Background: an optimization exercise with open tools, aiming at small area. Do not read the settings as production practice.
At most, simulation tests tie the RTL to the original design; equivalence was not proved.
Power is estimated from default activity; no workload was simulated.

// timerext_core
module timerext_core #(
    parameter [31:0] BACKDATE = 32'd64
) (
    input  wire        clk,
    input  wire        rst,
    input  wire        tick,
    input  wire        cmd_valid,
    output wire        cmd_ready,
    input  wire [87:0] cmd,
    output reg         rsp_valid,
    output reg  [33:0] rsp,
    output reg         ev_valid,
    output wire [15:0] ev_word,
    output reg         ev2_valid,
    output wire [15:0] ev2_word,
    output reg         pin
);
    localparam [7:0] OP_ECINIT = 8'h10, OP_ECGET  = 8'h11, OP_ECSET  = 8'h12,
                     OP_ECEXT  = 8'h13, OP_ECEXTP = 8'h14, OP_ECMAX  = 8'h15,
                     OP_ECOVC  = 8'h16, OP_ECOVR  = 8'h17,
                     OP_DASCHO = 8'h20, OP_DASCH  = 8'h21, OP_DACAN  = 8'h22,
                     OP_DAST   = 8'h23, OP_DAAT   = 8'h24, OP_DAOT   = 8'h25,
                     OP_PSSCH  = 8'h30, OP_PSCAN  = 8'h31, OP_PSCANE = 8'h32,
                     OP_PSST   = 8'h33, OP_PSGS   = 8'h34, OP_PSGE   = 8'h35,
                     OP_PSCB   = 8'h36;
    localparam [1:0] ACT_NOTHING = 2'd0, ACT_TOGGLE = 2'd1, ACT_CLEAR = 2'd2, ACT_SET = 2'd3;
    localparam [1:0] DA_IDLE = 2'd0, DA_WAIT = 2'd1, DA_SCHED = 2'd2, DA_MISSED = 2'd3;
    localparam [2:0] PS_IDLE = 3'd0, PS_SSTART = 3'd1, PS_SEND = 3'd2,
                     PS_MSTART = 3'd3, PS_MEND = 3'd4;
    localparam [1:0] CB_NONE = 2'd0, CB_HOST = 2'd1, CB_PSSTART = 2'd2, CB_PSEND = 2'd3;
    localparam [3:0] ST_NONE = 4'd0,
                     ST_S1   = 4'd1,  ST_S2  = 4'd2,  ST_S3  = 4'd3,  ST_S4 = 4'd4,
                     ST_S5   = 4'd5,  ST_S6  = 4'd6,  ST_S7A = 4'd7,  ST_S7B = 4'd8,
                     ST_C1   = 4'd9,  ST_I1  = 4'd10;
    reg [15:0] cnt;
    reg        ovf;
    reg [15:0] cmp;
    reg        mf;
    reg [1:0]  oa;
    reg        ovie;
    reg        cmie;
    reg [15:0] acc_hi;       
    reg        ovfcb;
    reg [1:0]  da_state;
    reg [31:0] da_at;
    reg [31:0] da_ot;
    reg [1:0]  da_action;
    reg [1:0]  da_prev;
    reg [1:0]  da_cb;
    reg [7:0]  da_tag;
    reg [2:0]  ps_state;
    reg [31:0] ps_start;
    reg [31:0] ps_end;
    reg        ps_cben;
    reg        da_w;         
    reg        ps_w;         
    reg [3:0]  fg_pc;
    reg [3:0]  isr_pc;
    reg        fg_ps;        
    reg        fg_cb;
  ...
export LEC_CHECK = 0
export ABC_AREA = 1
export CAP_MARGIN = 20
export CORE_MARGIN = 2
export CORE_UTILIZATION = 40
export CTS_BUF_LIST = sky130_fd_sc_hd__clkbuf_8
export CTS_CLUSTER_DIAMETER = 80
export CTS_CLUSTER_SIZE = 12
export PLACE_DENSITY = 0.6
export SLEW_MARGIN = 20
create_clock -name core_clock -period 12.0 [get_ports {clk}]
standard.sh (not shown) runs the stock make flow with config.mk's settings and CLKGATE_MAP_FILE= SYNTH_SCRIPT=/design/flow/synth_recipe.tcl, a recipe that flattens the netlist after the stock synthesis.
==> flow/flow/run.sh <==
#!/bin/bash
# Layout flow: the standard flow (standard.sh) with two changes.
#  1. After the standard synthesis, ABC re-maps the combinational logic
#     between the registers for area (flow/resynth.ys.in, flow/area.abc). The
#     registers keep the standard synthesis's instances, names and cells.
#  2. Ports are buffered with sky130_fd_sc_hd__buf_1 (one buffer per port, as
#     the standard flow does, with a smaller cell).
# Each tool's output goes to a log file in this folder.
set -euo pipefail
W=$(pwd)
R=$W/orfs/results/$FLOW_PLATFORM/timerext_core/base
O=$W/orfs/objects/$FLOW_PLATFORM/timerext_core/base
LIB=$FLOW_HOME/platforms/$FLOW_PLATFORM/lib/sky130_fd_sc_hd__tt_025C_1v80.lib
YOSYS=$FLOW_HOME/../tools/install/yosys/bin/yosys
[[ -x $YOSYS ]] || YOSYS=yosys

bash standard.sh synth > standard_synth.log 2>&1
cp $R/1_2_yosys.v $W/1_2_yosys_standard.v
sed -e "s#@LIB@#$LIB#g" -e "s#@IN@#$W/1_2_yosys_standard.v#" -e "s#@OUT@#$R/1_2_yosys.v#" \
    -e "s#@TOP@#$FLOW_TOP#" -e "s#@ABC@#$W/flow/area.abc#" -e "s#@CONSTR@#$O/abc.constr#" \
    -e "s#@STAT@#$W/resynth_stat.txt#" flow/resynth.ys.in > resynth.ys
$YOSYS -s resynth.ys > resynth.log 2>&1
rm -f $R/1_synth.odb $R/1_synth.sdc
bash standard.sh BUFFER_PORTS_ARGS="-buffer_cell sky130_fd_sc_hd__buf_1" finish > standard_finish.log 2>&1
==> flow/flow/area.abc <==
strash
ifraig
dc2
drw
drf
dc2
&get -n
&st
&dch -f
&nf -a
&put
topo
dnsize -c
Other scripts of this flow, unchanged in this note and not shown: flow/flow/resynth.ys.in
The starting point finished clean.
Rerun with:
==> flow/flow/area.abc (replaced) <==
strash
ifraig
dc2
drw
drf
dc2
&get -n
&st
&dch -f
&nf -a
&put
buffer -c
topo
stime -c
upsize -c
dnsize -c
=>
- wire length went up by 0.59%
- power rose by 1.0%
- worst hold slack got worse by 0.0085 ns
- fmax climbs by 19%
- setup slack gains 1.6 ns
- design area rises by 1.2%
- combinational power stays flat
No run of this note included a check of the RTL's function; only the layout flow was run.


== build 64 ==
timerext_core, a different RTL version from the one above (not shown whole).
Size in the first run: about 1700 cells after synthesis, about 160 I/O pins, ~0.015 mm² of cells after synthesis.
==> flow/design.v (excerpt) <==
module timerext_core #(
    parameter [31:0] BACKDATE = 32'd64
) (
    input  wire        clk,
    input  wire        rst,
    input  wire        tick,
    input  wire        cmd_valid,
    output wire        cmd_ready,
    input  wire [87:0] cmd,
    output reg         rsp_valid,
    output reg  [33:0] rsp,
    output reg         ev_valid,
    output wire [15:0] ev_word,
    output reg         ev2_valid,
    output wire [15:0] ev2_word,
    output reg         pin
);
    localparam [7:0] OP_ECINIT = 8'h10, OP_ECGET  = 8'h11, OP_ECSET  = 8'h12,
                     OP_ECEXT  = 8'h13, OP_ECEXTP = 8'h14, OP_ECMAX  = 8'h15,
                     OP_ECOVC  = 8'h16, OP_ECOVR  = 8'h17,
                     OP_DASCHO = 8'h20, OP_DASCH  = 8'h21, OP_DACAN  = 8'h22,
                     OP_DAST   = 8'h23, OP_DAAT   = 8'h24, OP_DAOT   = 8'h25,
                     OP_PSSCH  = 8'h30, OP_PSCAN  = 8'h31, OP_PSCANE = 8'h32,
                     OP_PSST   = 8'h33, OP_PSGS   = 8'h34, OP_PSGE   = 8'h35,
                     OP_PSCB   = 8'h36;
    localparam [1:0] ACT_NOTHING = 2'd0, ACT_TOGGLE = 2'd1, ACT_CLEAR = 2'd2, ACT_SET = 2'd3;
    localparam [1:0] DA_IDLE = 2'd0, DA_WAIT = 2'd1, DA_SCHED = 2'd2, DA_MISSED = 2'd3;
    localparam [2:0] PS_IDLE = 3'd0, PS_SSTART = 3'd1, PS_SEND = 3'd2,
                     PS_MSTART = 3'd3, PS_MEND = 3'd4;
    localparam [1:0] CB_NONE = 2'd0, CB_HOST = 2'd1, CB_PSSTART = 2'd2, CB_PSEND = 2'd3;
    localparam [3:0] ST_NONE = 4'd0,
                     ST_S1   = 4'd1,  ST_S2  = 4'd2,  ST_S3  = 4'd3,  ST_S4 = 4'd4,
                     ST_S5   = 4'd5,  ST_S6  = 4'd6,  ST_S7A = 4'd7,  ST_S7B = 4'd8,
                     ST_C1   = 4'd9,  ST_I1  = 4'd10;
    reg [15:0] cnt;
    reg        ovf;
    reg [15:0] cmp;
    reg        mf;
    reg [1:0]  oa;
    reg        ovie;
    reg        cmie;
    reg [15:0] acc_hi;       
    reg        ovfcb;
    reg [1:0]  da_state;
    reg [31:0] da_at;
    reg [31:0] da_ot;
    reg [1:0]  da_action;
    reg [1:0]  da_prev;
    reg [1:0]  da_cb;
    reg [7:0]  da_tag;
    reg [2:0]  ps_state;
    reg [31:0] ps_start;
    reg [31:0] ps_end;
    reg        ps_cben;
    reg        da_w;         
    reg        ps_w;         
    reg [3:0]  fg_pc;
    reg [3:0]  isr_pc;
    reg        fg_ps;        
    reg        fg_cb;
    reg [7:0]  fg_tag;
  ...
==> flow/config.mk <==
export PLATFORM = sky130hd
export DESIGN_NAME = timerext_core
export DESIGN_NICKNAME = timerext_core
export VERILOG_FILES = /design/flow/design.v
export SDC_FILE = /design/flow/constraint.sdc
export NUM_CORES = 4
export LEC_CHECK = 0
export ABC_AREA = 1
export CAP_MARGIN = 20
export CORE_MARGIN = 2
export CORE_UTILIZATION = 40
export CTS_BUF_LIST = sky130_fd_sc_hd__clkbuf_8
export CTS_CLUSTER_DIAMETER = 100
export CTS_CLUSTER_SIZE = 15
export PLACE_DENSITY = 0.6
export SLEW_MARGIN = 20
==> flow/constraint.sdc <==
create_clock -name core_clock -period 12.0 [get_ports {clk}]
set_input_delay 2.4000 -clock core_clock [delete_from_list [all_inputs] [get_ports {clk}]]
set_output_delay 2.4000 -clock core_clock [all_outputs]
set_load 0.01 [all_outputs]
==> flow/flow/run.sh <==
#!/bin/bash
# Layout flow: the standard flow (standard.sh) with two changes.
#  1. After the standard synthesis, ABC re-maps the combinational logic
#     between the registers for area (flow/resynth.ys.in, flow/area.abc). The
#     registers keep the standard synthesis's instances, names and cells.
#  2. Ports are buffered with sky130_fd_sc_hd__buf_1 (one buffer per port, as
#     the standard flow does, with a smaller cell).
#  3. Clock tree synthesis with sky130_fd_sc_hd__clkbuf_8 buffers on clusters of
#     at most 15 registers, and no dummy loads.
# Each tool's output goes to a log file in this folder.
set -euo pipefail
W=$(pwd)
R=$W/orfs/results/$FLOW_PLATFORM/timerext_core/base
O=$W/orfs/objects/$FLOW_PLATFORM/timerext_core/base
LIB=$FLOW_HOME/platforms/$FLOW_PLATFORM/lib/sky130_fd_sc_hd__tt_025C_1v80.lib
YOSYS=$FLOW_HOME/../tools/install/yosys/bin/yosys
[[ -x $YOSYS ]] || YOSYS=yosys

bash standard.sh synth > standard_synth.log 2>&1
cp $R/1_2_yosys.v $W/1_2_yosys_standard.v
sed -e "s#@LIB@#$LIB#g" -e "s#@IN@#$W/1_2_yosys_standard.v#" -e "s#@OUT@#$R/1_2_yosys.v#" \
    -e "s#@TOP@#$FLOW_TOP#" -e "s#@ABC@#$W/flow/area.abc#" -e "s#@CONSTR@#$O/abc.constr#" \
    -e "s#@STAT@#$W/resynth_stat.txt#" flow/resynth.ys.in > resynth.ys
$YOSYS -s resynth.ys > resynth.log 2>&1
rm -f $R/1_synth.odb $R/1_synth.sdc
bash standard.sh BUFFER_PORTS_ARGS="-buffer_cell sky130_fd_sc_hd__buf_1" \
    CTS_ARGS="-sink_clustering_enable -repair_clock_nets -dont_use_dummy_load -buf_list sky130_fd_sc_hd__clkbuf_8 -sink_clustering_size 15 -sink_clustering_max_diameter 100" \
    finish > standard_finish.log 2>&1
==> flow/flow/area.abc <==
strash
ifraig
dc2
drw
drf
dc2
&get -n
&st
&dch -f
&nf -a -R 1000
&put
topo
dnsize -c
Other scripts of this flow, unchanged in this note and not shown: flow/flow/resynth.ys.in
Build 64 reached the final stage; the timing, DRC and antenna checks on its layout passed.
For build 59, these inputs were changed with respect to build 64:
Settings: CTS_CLUSTER_DIAMETER now 80, was 100; GPL_TIMING_DRIVEN now 0, previously not set; CTS_CLUSTER_SIZE now 12, was 15.
==> flow/flow/run.sh <==
#!/bin/bash
# Layout flow: the standard flow (standard.sh) with three changes.
#  1. After the standard synthesis, ABC re-maps the combinational logic
#     between the registers for area (flow/resynth.ys.in with the scripts
#     flow/area*.abc; the smallest result is kept). The registers keep the
#     standard synthesis's instances, names and cells.
#  2. Ports are buffered with sky130_fd_sc_hd__buf_1 (one buffer per port, as
#     the standard flow does, with a smaller cell).
#  3. Clock tree synthesis with sky130_fd_sc_hd__clkbuf_8 buffers on clusters of
#     at most 12 registers, and no dummy loads.
# Each tool's output goes to a log file in this folder.
set -euo pipefail
W=$(pwd)
R=$W/orfs/results/$FLOW_PLATFORM/timerext_core/base
O=$W/orfs/objects/$FLOW_PLATFORM/timerext_core/base
LIB=$FLOW_HOME/platforms/$FLOW_PLATFORM/lib/sky130_fd_sc_hd__tt_025C_1v80.lib
YOSYS=$FLOW_HOME/../tools/install/yosys/bin/yosys
[[ -x $YOSYS ]] || YOSYS=yosys

bash standard.sh synth > standard_synth.log 2>&1
cp $R/1_2_yosys.v $W/1_2_yosys_standard.v

best=""
best_area=""
for abc in $W/flow/area*.abc; do
    n=$(basename $abc .abc)
    sed -e "s#@LIB@#$LIB#g" -e "s#@IN@#$W/1_2_yosys_standard.v#" -e "s#@OUT@#$W/resynth_$n.v#" \
        -e "s#@TOP@#$FLOW_TOP#" -e "s#@ABC@#$abc#" -e "s#@CONSTR@#$O/abc.constr#" \
        -e "s#@STAT@#$W/resynth_stat_$n.txt#" flow/resynth.ys.in > resynth_$n.ys
    if $YOSYS -s resynth_$n.ys > resynth_$n.log 2>&1; then
        a=$(awk '/Chip area/ {print $NF}' $W/resynth_stat_$n.txt)
        if [[ -n "$a" ]] && { [[ -z "$best_area" ]] || awk -v a=$a -v b=$best_area 'BEGIN {exit !(a < b)}'; }; then
            best=$n
            best_area=$a
        fi
    fi
done
echo "kept $best ($best_area um2)" > resynth_choice.txt
cp $W/resynth_$best.v $R/1_2_yosys.v
rm -f $R/1_synth.odb $R/1_synth.sdc
bash standard.sh BUFFER_PORTS_ARGS="-buffer_cell sky130_fd_sc_hd__buf_1" \
    CTS_ARGS="-sink_clustering_enable -repair_clock_nets -dont_use_dummy_load -buf_list sky130_fd_sc_hd__clkbuf_8 -sink_clustering_size 12 -sink_clustering_max_diameter 80" \
    finish > standard_finish.log 2>&1
==> flow/flow/area0.abc (new file) <==
strash
ifraig
dc2
drw
drf
dc2
&get -n
&st
&deepsyn -T 60
&nf -a -R 1000
&put
topo
==> flow/flow/area1.abc (new file) <==
strash
ifraig
dc2
drw
drf
dc2
&get -n
&st
&deepsyn -T 60
&dch -f
&nf -a -R 1000
&put
topo
==> flow/flow/area2.abc (new file) <==
strash
ifraig
dc2
drw
drf
dc2
&get -n
&st
&dch -f
&nf -a -R 1000
&put
topo
dnsize -c
removed: flow/flow/area.abc
Notes after the runs:
Diff build 64 -> build 59 | first-pass GRT wire length | decrease of about 6%
When build 59 is set beside build 64, its violation count after the first detailed-route iteration turns out to be 386 smaller.
Compare build 64 and build 59 | non-clock buffer count in the final layout lower: build 64
Compared with build 64, build 59 shows a routed via count divided by cell count that is 0.31% higher.
On build 59: global-route usage is 2.0 points lower than what build 64 gave.
Cell area after placement was lower in the run labelled build 59.
Build 59 vs. build 64: placer congestion estimate went down by 2.4%.
#### Input delta (build 1 over build 59)
Settings: a deleted GPL_TIMING_DRIVEN that had been 0; a change of PLACE_DENSITY from 0.6 to 0.7.
Findings:
- Build 59: no failed stages, no open violations at the end
- Per the final summary, build 1 finished and its layout is clean on timing, DRC and antenna.
- Build 1 ended up with a lower required arrival time at the worst endpoint than build 59 did.
- From build 59 to build 1 the numbers moved as follows: share of layout cells above drive strength 1 dropped 0.69 points, maximum fanout along the worst path climbed 20, post-layout worst setup margin climbed 0.088 ns, cell area after placement dropped 1.8%, maximum buffer depth of the clock tree barely changed.
- Going from build 59 to build 1, logic gate share of total power lost 0.8 points, worst hold slack picked up an extra 0.027 ns.
- Of the two values seen for termination of the worst setup path, ps_end[8] was produced by build 1 and ps_start[10] by build 59.
--- input diff build 1..build 52 ---
Settings: a change of CAP_MARGIN from 20 to 5; a change of PLACE_DENSITY from 0.7 to 0.6; a change of SLEW_MARGIN from 20 to 5.
==> flow/flow/run.sh <==
#!/bin/bash
# Layout flow: the standard flow (standard.sh) with two changes.
#  1. After the standard synthesis, ABC re-maps the combinational logic
#     between the registers for area (flow/resynth.ys.in, flow/area.abc). The
#     registers keep the standard synthesis's instances, names and cells.
#  2. Ports are buffered with sky130_fd_sc_hd__buf_1 (one buffer per port, as
#     the standard flow does, with a smaller cell).
#  3. Clock tree synthesis with sky130_fd_sc_hd__clkbuf_8 buffers on clusters of
#     at most 12 registers, and no dummy loads.
# Each tool's output goes to a log file in this folder.
set -euo pipefail
W=$(pwd)
R=$W/orfs/results/$FLOW_PLATFORM/timerext_core/base
O=$W/orfs/objects/$FLOW_PLATFORM/timerext_core/base
LIB=$FLOW_HOME/platforms/$FLOW_PLATFORM/lib/sky130_fd_sc_hd__tt_025C_1v80.lib
YOSYS=$FLOW_HOME/../tools/install/yosys/bin/yosys
[[ -x $YOSYS ]] || YOSYS=yosys

bash standard.sh synth > standard_synth.log 2>&1
cp $R/1_2_yosys.v $W/1_2_yosys_standard.v
sed -e "s#@LIB@#$LIB#g" -e "s#@IN@#$W/1_2_yosys_standard.v#" -e "s#@OUT@#$R/1_2_yosys.v#" \
    -e "s#@TOP@#$FLOW_TOP#" -e "s#@ABC@#$W/flow/area.abc#" -e "s#@CONSTR@#$O/abc.constr#" \
    -e "s#@STAT@#$W/resynth_stat.txt#" flow/resynth.ys.in > resynth.ys
$YOSYS -s resynth.ys > resynth.log 2>&1
rm -f $R/1_synth.odb $R/1_synth.sdc
bash standard.sh BUFFER_PORTS_ARGS="-buffer_cell sky130_fd_sc_hd__buf_1" \
    CTS_ARGS="-sink_clustering_enable -repair_clock_nets -dont_use_dummy_load -buf_list sky130_fd_sc_hd__clkbuf_8 -sink_clustering_size 12 -sink_clustering_max_diameter 80" \
    finish > standard_finish.log 2>&1
==> flow/flow/area.abc (new file) <==
strash
ifraig
dc2
drw
drf
dc2
&get -n
&st
&dch -f
&nf -a
&put
topo
dnsize -c
removed: flow/flow/area0.abc
removed: flow/flow/area1.abc
removed: flow/flow/area2.abc
Results
- In build 52 the count of fill cells added during filler insertion turned out 4.9% higher than in build 1.
- Compared with build 1, build 52 shows die height higher by about 2%.
- Build 52: site row count is 1 higher than what build 1 reported.
- Build 52 gives more area added between synthesis and finish than build 1 did.
- Compared with build 1, build 52 shows a higher power.
- Build 52 against build 1: number of tap cells inserted higher; fmax higher; synthesized cell count higher.

## afterwards: timing with drivers on the ports
In the flow no input, the clock included, has a driving cell. The finished layouts below were timed again as built, in two steps.
Step 1 assumes that a clkbuf_16 drives the clock port and a buf_2 every other input.
Step 2 times the ports against the registers' clock, not the clock port: input delays grow and output delays shrink by t, the midpoint of the rising clock arrivals with the driver on.
a / b / c = ideal ports / drivers / drivers and shift; a / b = the first two.
| run | shift t [ns] | setup WS [ns] | worst setup path after step 2 | worst slew at a driven data input, ns |
|---|---|---|---|---|
| the first run of note 1 | 0.690 | 1.891 / 1.916 / 1.226 | input to register | 0.05 |
| the second run of note 1 | 0.686 | 3.492 / 3.527 / 2.841 | input to register | 0.05 |
| build 64 | 0.629 | 2.366 / 2.366 / 1.753 | input to register | 0.06 |
| build 59 | 0.649 | 0.980 / 0.980 / 0.374 | input to register | 0.05 |
| build 1 | 0.649 | 1.068 / 1.068 / 0.829 | input to register | 0.08 |
| build 52 | 0.663 | 2.647 / 2.671 / 2.008 | input to register | 0.08 |
After both steps every run listed still meets setup and hold. The setup slack of the first run of note 1, which loses most, moves by +0.025 ns with the drivers and by -0.665 ns with both steps.
